Context: an optimization exercise on an open-source flow, tuned for small area. The choices shown serve that exercise and are no tape-out recipe. Only simulation tests tie the RTL to the original design; equivalence was not proved. Power figures rest on the tool's default switching activity, not on a simulated workload.

--- constraint.sdc ---
create_clock -name core_clock -period 12.0 [get_ports {clk}]
set_input_delay 2.4000 -clock core_clock [delete_from_list [all_inputs] [get_ports {clk}]]
set_output_delay 2.4000 -clock core_clock [all_outputs]
set_load 0.01 [all_outputs]
--- run.sh ---
#!/bin/bash
# synth_recipe.tcl (not shown) runs the flow's synth.tcl, then flattens the netlist and writes it again
# the make line also repeats each setting of config.mk as NAME=value (left out here)
make -C /OpenROAD-flow-scripts/flow DESIGN_CONFIG=/design/flow/config.mk WORK_HOME=/design/flow/orfs CLKGATE_MAP_FILE= SYNTH_SCRIPT=/design/flow/synth_recipe.tcl finish
--- design.v ---
module keyscan_key (
    input  wire        clk,
    input  wire        rst,
    input  wire        step,       
    input  wire        sample,     
    input  wire        force_ch,   
    input  wire [15:0] cfg_np,
    input  wire [15:0] cfg_nr,
    input  wire [15:0] cfg_l1,
    input  wire [15:0] cfg_l2,
    input  wire [15:0] cfg_l3,
    input  wire [15:0] cfg_ndc,
    output wire [3:0]  state_nx,   
    output reg         emit,       
    output reg  [2:0]  emit_kind,
    output reg  [3:0]  emit_state
);
    localparam [3:0] S_IDLE = 4'd0, S_PD  = 4'd1, S_PRS = 4'd2, S_LP1 = 4'd3,
                     S_LP2  = 4'd4, S_LP3 = 4'd5, S_CH  = 4'd6, S_RD  = 4'd7,
                     S_WS   = 4'd8;
    localparam [2:0] K_SHORT = 3'd1, K_LP1 = 3'd2, K_LP2 = 3'd3, K_LP3 = 3'd4,
                     K_DCLICK = 3'd5;
    reg [3:0]  state, prior;
    reg [15:0] idle, held;
    reg [7:0]  clicks;
    reg [3:0]  n_state, n_prior;
    reg [15:0] n_idle, n_held;
    reg [7:0]  n_clicks;
    wire [15:0] idle_inc   = (idle == 16'hFFFF) ? idle : idle + 16'd1;
    wire [15:0] held_inc   = (held == 16'hFFFF) ? held : held + 16'd1;
    wire [7:0]  clicks_inc = (clicks == 8'hFF) ? clicks : clicks + 8'd1;
    reg [2:0] classify;
    always @* begin
        if (held >= cfg_l3)      classify = K_LP3;
        else if (held >= cfg_l2) classify = K_LP2;
        else if (held >= cfg_l1) classify = K_LP1;
        else                     classify = K_SHORT;
    end
    always @* begin
        n_state    = state;
        n_prior    = prior;
        n_idle     = idle;
        n_held     = held;
        n_clicks   = clicks;
        emit       = 1'b0;
        emit_kind  = K_SHORT;
        emit_state = S_IDLE;
        case (state)
            S_IDLE: begin
                if (sample) begin
                    n_prior = S_IDLE;
                    n_idle  = 16'd0;
                    n_state = S_PD;
                end
            end
            S_PD: begin
                if (sample) begin
                    n_idle = idle_inc;
                    if (idle_inc >= cfg_np) begin
                        n_held     = 16'd0;
                        n_clicks   = clicks_inc;
                        n_state    = S_PRS;
                        emit       = 1'b1;
                        emit_kind  = K_SHORT;
                        emit_state = S_PRS;
                    end
                end else if (prior == S_IDLE) begin
                    n_state  = S_IDLE;
                    n_prior  = S_IDLE;
                    n_idle   = 16'd0;
                    n_held   = 16'd0;
                    n_clicks = 8'd0;
                end else begin
                    n_state = prior;
                end
            end
            S_PRS, S_LP1, S_LP2, S_LP3: begin
                if (sample) begin
                    n_held = held_inc;
                    if (state == S_PRS && clicks == 8'd1 && held_inc == cfg_l1) begin
                        n_state    = S_LP1;
                        emit       = 1'b1;
                        emit_kind  = K_LP1;
                        emit_state = S_LP1;
                    end else if (state == S_LP1 && held_inc == cfg_l2) begin
                        n_state    = S_LP2;
                        emit       = 1'b1;
                        emit_kind  = K_LP2;
                        emit_state = S_LP2;
                    end else if (state == S_LP2 && held_inc == cfg_l3) begin
                        n_state    = S_LP3;
                        emit       = 1'b1;
                        emit_kind  = K_LP3;
                        emit_state = S_LP3;
                    end
                end else begin
                    n_prior = state;
                    n_idle  = 16'd0;
                    n_state = S_RD;
                end
            end
            S_CH: begin
                if (!sample) begin
                    n_prior = S_CH;
                    n_idle  = 16'd0;
                    n_state = S_RD;
                end
            end
            S_RD: begin
                if (sample) begin
                    n_state = prior;
                end else begin
                    n_idle = idle_inc;
                    if (idle_inc >= cfg_nr) begin
                        if (prior == S_CH) begin
                            n_state  = S_IDLE;
                            n_prior  = S_IDLE;
                            n_idle   = 16'd0;
                            n_held   = 16'd0;
                            n_clicks = 8'd0;
                        end else begin
                            n_idle  = 16'd0;
                            n_state = S_WS;
                        end
                    end
                end
            end
            S_WS: begin
                if (sample) begin
                    n_prior = S_WS;
                    n_idle  = 16'd0;
                    n_state = S_PD;
                end else begin
                    n_idle = idle_inc;
                    if (idle_inc >= cfg_ndc) begin
                        emit       = 1'b1;
                        emit_kind  = (clicks >= 8'd2) ? K_DCLICK : classify;
                        emit_state = S_IDLE;
                        n_state    = S_IDLE;
                        n_prior    = S_IDLE;
                        n_idle     = 16'd0;
                        n_held     = 16'd0;
                        n_clicks   = 8'd0;
                    end
                end
            end
            default: begin
                n_state  = S_IDLE;
                n_prior  = S_IDLE;
                n_idle   = 16'd0;
                n_held   = 16'd0;
                n_clicks = 8'd0;
            end
        endcase
    end
    assign state_nx = n_state;
    always @(posedge clk) begin
        if (rst) begin
            state  <= S_IDLE;
            prior  <= S_IDLE;
            idle   <= 16'd0;
            held   <= 16'd0;
            clicks <= 8'd0;
        end else if (step) begin
            state  <= force_ch ? S_CH : n_state;
            prior  <= n_prior;
            idle   <= n_idle;
            held   <= n_held;
            clicks <= n_clicks;
        end
    end
endmodule
module keyscan16 (
    input  wire        clk,
    input  wire        rst,
    input  wire [15:0] cfg_np,
    input  wire [15:0] cfg_nr,
    input  wire [15:0] cfg_l1,
    input  wire [15:0] cfg_l2,
    input  wire [15:0] cfg_l3,
    input  wire [15:0] cfg_ndc,
    input  wire        scan,
    input  wire [15:0] keys,
    input  wire        clear,
    output wire        ready,
    output reg  [7:0]  ev_key,
    output reg  [2:0]  ev_kind,
    output reg  [3:0]  ev_state,
    output reg  [15:0] ev_mask
);
    localparam [3:0] S_IDLE = 4'd0, S_PRS = 4'd2, S_LP1 = 4'd3, S_LP2 = 4'd4,
                     S_LP3  = 4'd5, S_CH  = 4'd6;
    localparam [2:0] K_NONE = 3'd0, K_CPRESS = 3'd6, K_CRELEASE = 3'd7;
    wire [63:0] state_nx;
    wire [15:0] emit;
    wire [47:0] emit_kind;
    wire [63:0] emit_state;
    wire [15:0] force_ch;
    reg active;
    genvar g;
    generate
        for (g = 0; g < 16; g = g + 1) begin : key
            keyscan_key u_key (
                .clk        (clk),
                .rst        (rst),
                .step       (scan),
                .sample     (keys[g]),
                .force_ch   (force_ch[g]),
                .cfg_np     (cfg_np),
                .cfg_nr     (cfg_nr),
                .cfg_l1     (cfg_l1),
                .cfg_l2     (cfg_l2),
                .cfg_l3     (cfg_l3),
                .cfg_ndc    (cfg_ndc),
                .state_nx   (state_nx[4*g +: 4]),
                .emit       (emit[g]),
                .emit_kind  (emit_kind[3*g +: 3]),
                .emit_state (emit_state[4*g +: 4])
            );
        end
    endgenerate
    reg [15:0] cand_mask, held_mask;
    reg [4:0]  cand_count;
    integer i;
    always @* begin
        cand_mask  = 16'd0;
        held_mask  = 16'd0;
        cand_count = 5'd0;
        for (i = 0; i < 16; i = i + 1) begin
            case (state_nx[4*i +: 4])
                S_PRS, S_LP1, S_LP2, S_LP3: begin
                    cand_mask[i] = 1'b1;
                    held_mask[i] = 1'b1;
                end
                S_CH: held_mask[i] = 1'b1;
                default: ;
            endcase
            cand_count = cand_count + {4'd0, cand_mask[i]};
        end
    end
    wire combo_press   = (cand_count >= 5'd2);
    wire combo_release = !combo_press && active && (held_mask == 16'd0);
    assign force_ch = combo_press ? cand_mask : 16'd0;
    reg        key_emit;
    reg [7:0]  key_idx;
    reg [2:0]  key_kind;
    reg [3:0]  key_state;
    always @* begin
        key_emit  = 1'b0;
        key_idx   = 8'd0;
        key_kind  = K_NONE;
        key_state = S_IDLE;
        for (i = 0; i < 16; i = i + 1) begin
            if (emit[i]) begin
                key_emit  = 1'b1;
                key_idx   = i[7:0];
                key_kind  = emit_kind[3*i +: 3];
                key_state = emit_state[4*i +: 4];
            end
        end
    end
    assign ready = 1'b1;
    always @(posedge clk) begin
        if (rst) begin
            active   <= 1'b0;
            ev_key   <= 8'hFF;
            ev_kind  <= K_NONE;
            ev_state <= S_IDLE;
            ev_mask  <= 16'd0;
        end else if (scan) begin
            if (combo_press) begin
                active   <= 1'b1;
                ev_key   <= 8'hFF;
                ev_kind  <= K_CPRESS;
                ev_state <= S_CH;
                ev_mask  <= held_mask;
            end else if (combo_release) begin
                active   <= 1'b0;
                ev_key   <= 8'hFF;
                ev_kind  <= K_CRELEASE;
                ev_state <= S_IDLE;
                ev_mask  <= 16'd0;
            end else if (key_emit) begin
                ev_key   <= key_idx;
                ev_kind  <= key_kind;
                ev_state <= key_state;
                ev_mask  <= 16'd0;
            end
        end else if (clear) begin
            ev_key   <= 8'hFF;
            ev_kind  <= K_NONE;
            ev_state <= S_IDLE;
            ev_mask  <= 16'd0;
        end
    end
endmodule
--- config.mk ---
export PLATFORM = sky130hd
export DESIGN_NAME = keyscan16
export DESIGN_NICKNAME = keyscan16
export VERILOG_FILES = /design/flow/design.v
export SDC_FILE = /design/flow/constraint.sdc
export NUM_CORES = 8
export LEC_CHECK = 0
export CAP_MARGIN = 20
export CORE_MARGIN = 2
export CORE_UTILIZATION = 40
export SLEW_MARGIN = 20
==> run notes <==
## state kept, by name (all words and copies together), names as in the netlist, 5 cells and up
name,flops
key.u_key.prior,64
ev_key,5
key.u_key.clicks,128
key.u_key.idle,256
key.u_key.state,64
ev_mask,16
key.u_key.held,256
## metal layers
metal | part of all wire | vias to the layer above | track usage | wire (um)
met4 | 0.089 | 22 | 0.302 | 51700
met1 | 0.39 | 58600 | 0.508 | 227000
li1 | - | 55900 | - | -
met5 | 0.00027 | - | 0 | 157
met3 | 0.14 | 2083 | 0.144 | 80300
met2 | 0.38 | 8476 | 0.551 | 224000
## cell usage in the layout, fill, tap and decap left out, types with 447 or more instances in the layout
master   synthesis  routed
a21o_1         489     489
a21oi_1       1196    1196
buf_4            7     530
dfxtp_1        796     796
ha_1          1621    1621
nand2_1        994     994
nand3_1        598     598
nor2_1        1509    1506
nor3_1         455     447
o21ai_0        817     812
xnor2_1        710     710
## layout make-up
type,instances,share of cell area
inverters,366,0.0115
multi-input cells,12800,0.739
flip-flops and latches,796,0.133
diodes,38,0.000794
repair buffers,688,0.0463
clock buffers,154,0.0263
clock inverters,48,0.00609
well taps,3570,0.0373
## final timing paths
kind / start / to / slack, ps
max: cfg_np[14] / ev_kind[1] / 840
min: key[4].u_key.prior[1] / key[4].u_key.prior[1] / 510
max reg2reg: key[0].u_key.idle[3] / ev_kind[1] / 970
min reg2reg: key[4].u_key.prior[1] / key[4].u_key.prior[1] / 510
## worst max-delay path: stages
cell             delay, ps
clkdlybuf4s50_1        470
clkinv_1               930
ha_1                   710
o2111ai_1              120
nor2_1                  60
o21ai_0                100
o211ai_1               150
a21oi_1                670
a21boi_0               190
a211oi_1               330
or2_1                  170
nand3_1                160
fa_1                   490
inv_1                  240
fa_1                   480
fa_1                   490
inv_1                   50
fa_1                   540
inv_1                   50
ha_1                   220
fa_1                   470
nor4_2                 410
nand4_1                120
or4b_1                 470
or4_1                  460
a21oi_2                280
nor2_4                 180
a221o_1                400
## cell families after synthesis
| group | after synthesis | synth area share |
|---|---|---|
| buffers and inverters | 1326 | 0.0468 |
| and+or+nand+nor | 5570 | 0.260 |
| AOI/OAI and AO/OA | 4478 | 0.271 |
| adders and majority gates | 1631 | 0.187 |
| DFF | 796 | 0.146 |
| other | 2 | 0.0000687 |
| muxes | 118 | 0.0113 |
| xor gates and xnor gates | 955 | 0.0778 |
## power groups by stage
stage	Clock, mW	Combinational, mW	Sequential [mW]
2_1_floorplan	0	4.76	2.96
3_3_place_gp	0	8.06	3.24
3_5_place_dp	0	8.03	3.24
4_1_cts	3.68	8.08	3.18
5_1_grt	3.77	8.86	3.21
6_report	3.63	8.39	3.20
## Yosys cell counts, types with 70 or more instances
master | n | area [sq um]
o2111ai_1 | 90 | 788
and3_1 | 232 | 1450
o211ai_1 | 117 | 878
ha_1 | 1621 | 20300
a2111oi_0 | 92 | 806
or4_1 | 72 | 541
xor2_1 | 235 | 2060
o21a_1 | 89 | 668
nor2_1 | 1509 | 5660
dfxtp_1 | 796 | 15900
inv_1 | 336 | 1260
nor4_1 | 233 | 1460
clkbuf_1 | 772 | 2900
a21o_1 | 489 | 3670
nand2_1 | 994 | 3730
a21oi_1 | 1196 | 5990
xnor2_1 | 710 | 6220
o21ai_0 | 817 | 4090
nand2b_1 | 228 | 1430
buf_2 | 81 | 405
and2_1 | 87 | 544
nor2b_1 | 183 | 1140
nand3_1 | 598 | 2990
or3_1 | 97 | 607
a32oi_1 | 90 | 788
nor3_1 | 455 | 2280
nand4_1 | 432 | 2700
a22oi_1 | 295 | 2210
o22ai_1 | 70 | 438
a31oi_1 | 174 | 1090
and4_1 | 110 | 963
a211oi_1 | 216 | 1620
buf_1 | 96 | 360
mux2i_1 | 82 | 821
==> flow_summary.ini <==
[outcome]
status = complete, no violations

[routing]
avgViaCountPerCell = 6.79
drt-total-wl_um = 584000
ant_nets = 0
via_count = 125000
wire_per_inst_um = 31.7
drtIter0Drc = 17900
drcViolationCount = 0
firstDrtPassIters = 7

[clocking]
clkSinkCount = 796
root_buffer = clkbuf_16
insertion_delay_ps = 850
cts_inserted_buffers = 109
cts_setup_buffers = 0
ctsHoldBuffers = 0
clock_tree.buffer_depth = 3
htree_levels = 3
cts_tree = yes
cts.repair.resized = 0
clk_pin_slew_ps = 60

[critical_path]
r2r_cells = 39
cp-start-kind = input port
required_ps = 12700
end_kind = flop
critPathMaxFanout = 20
worstSetupPathType = input port to flop
arrival_ps = 11860

[layout]
final_layout_size_suffix_gt1_frac = 0.0706
syn_to_final_growth_pct = 9.58
multiInputGateArea_sq_um = 88500
nNetsFinal = 16500
fill_cells = 28000
post-route-util = 0.442
stdcell_count = 18400
final_cell_area_sq_um = 120000
seqCellArea_sq_um = 15900

[floorplanning]
chipHeight_um = 527
dieArea_sq_um = 277000
fp.coreArea_sq_um = 271000
fp.dieW_um = 527
pin_count = 148
fp-row-count = 191
initial_utilization = 0.403

[pwr]
power.share.combinational = 0.551
max-vdd-ir-drop_v = 0.00121
intPower_mw = 7.57
power_switching_mw = 7.65
power_mw = 15.2
seqPwrFrac = 0.210
pwr-share-clk = 0.239
power_density_nw_per_um2 = 127
leakage_nw = 50.0
switching_share = 0.502

[sta]
setup-violations-final = 0
tightestPinTransition_ps = 1260
min_period_over_period = 0.930
rsz0062_at_grt = false
whs_ps = 509
relSlewSlack = 0.150
fmax_mhz = 89.6
drv_slew = 0
fin_worst_skew_ps = 65.2
timing.final.ws_setup_ps = 837
finalSetupTns_ps = 0
hold_violations = 0
layout_min_cycle_time_ps = 11160

[synthesis]
synth_flop_cell = dfxtp_1
syn_nets = 16600
ys_warn_count = 2
syn_avg_cell_area_sq_um = 7.35
synth-edff-count = 0
seq_area_frac_synth = 0.146
ys_ff_latch = 796
ys_types = 107
synthesis.area_sq_um = 109000
async_flop_share = 0
synthCells = 14900

[global_routing]
grt_pass1_wl_um = 826000
grt_overflow = 0
grt_pass1_vias = 112000
grt_use_total = 0.402
antenna_found_initial = 43
grt_max_degree = 134

[placed_design]
placedCellCount = 18200
hpwlAfterDp_um = 430000
dp_worst_setup_slack_ps = 221
place_area_sq_um = 116000
portBuffers = 145
place_congestion = 1.09

[worst_hold_path]
hp-class = flop to flop
hold_path_depth = 2

[run]
cap_viol_max_count = 0

-- afterwards: timing with drivers on the ports --
Ports are ideal in the flow. The routed layout listed here was re-timed in OpenROAD.
Step 1 sets driving cells, clkbuf_16 on the clock port and buf_2 on the other inputs (assumed; they add their load-dependent delay and slew).
Step 2 also shifts input and output timing later by t, the mid clock arrival at the registers, as if the neighbouring blocks saw the same clock.
a / b / c = ideal ports / drivers / drivers and shift; a / b = the first two.
shift t [ns]: 0.909
setup slack, ns: 0.837 / 0.907 / -0.003
clock arrival spread, ns: 0.069 / 0.069
worst slew at a driven data input, ns: 0.19
pins driven straight from the clock port: 1
Met with ideal ports but missed after step 2: setup timing in this run. The setup slack of this run moves by +0.070 ns with the drivers and by -0.840 ns with both steps.
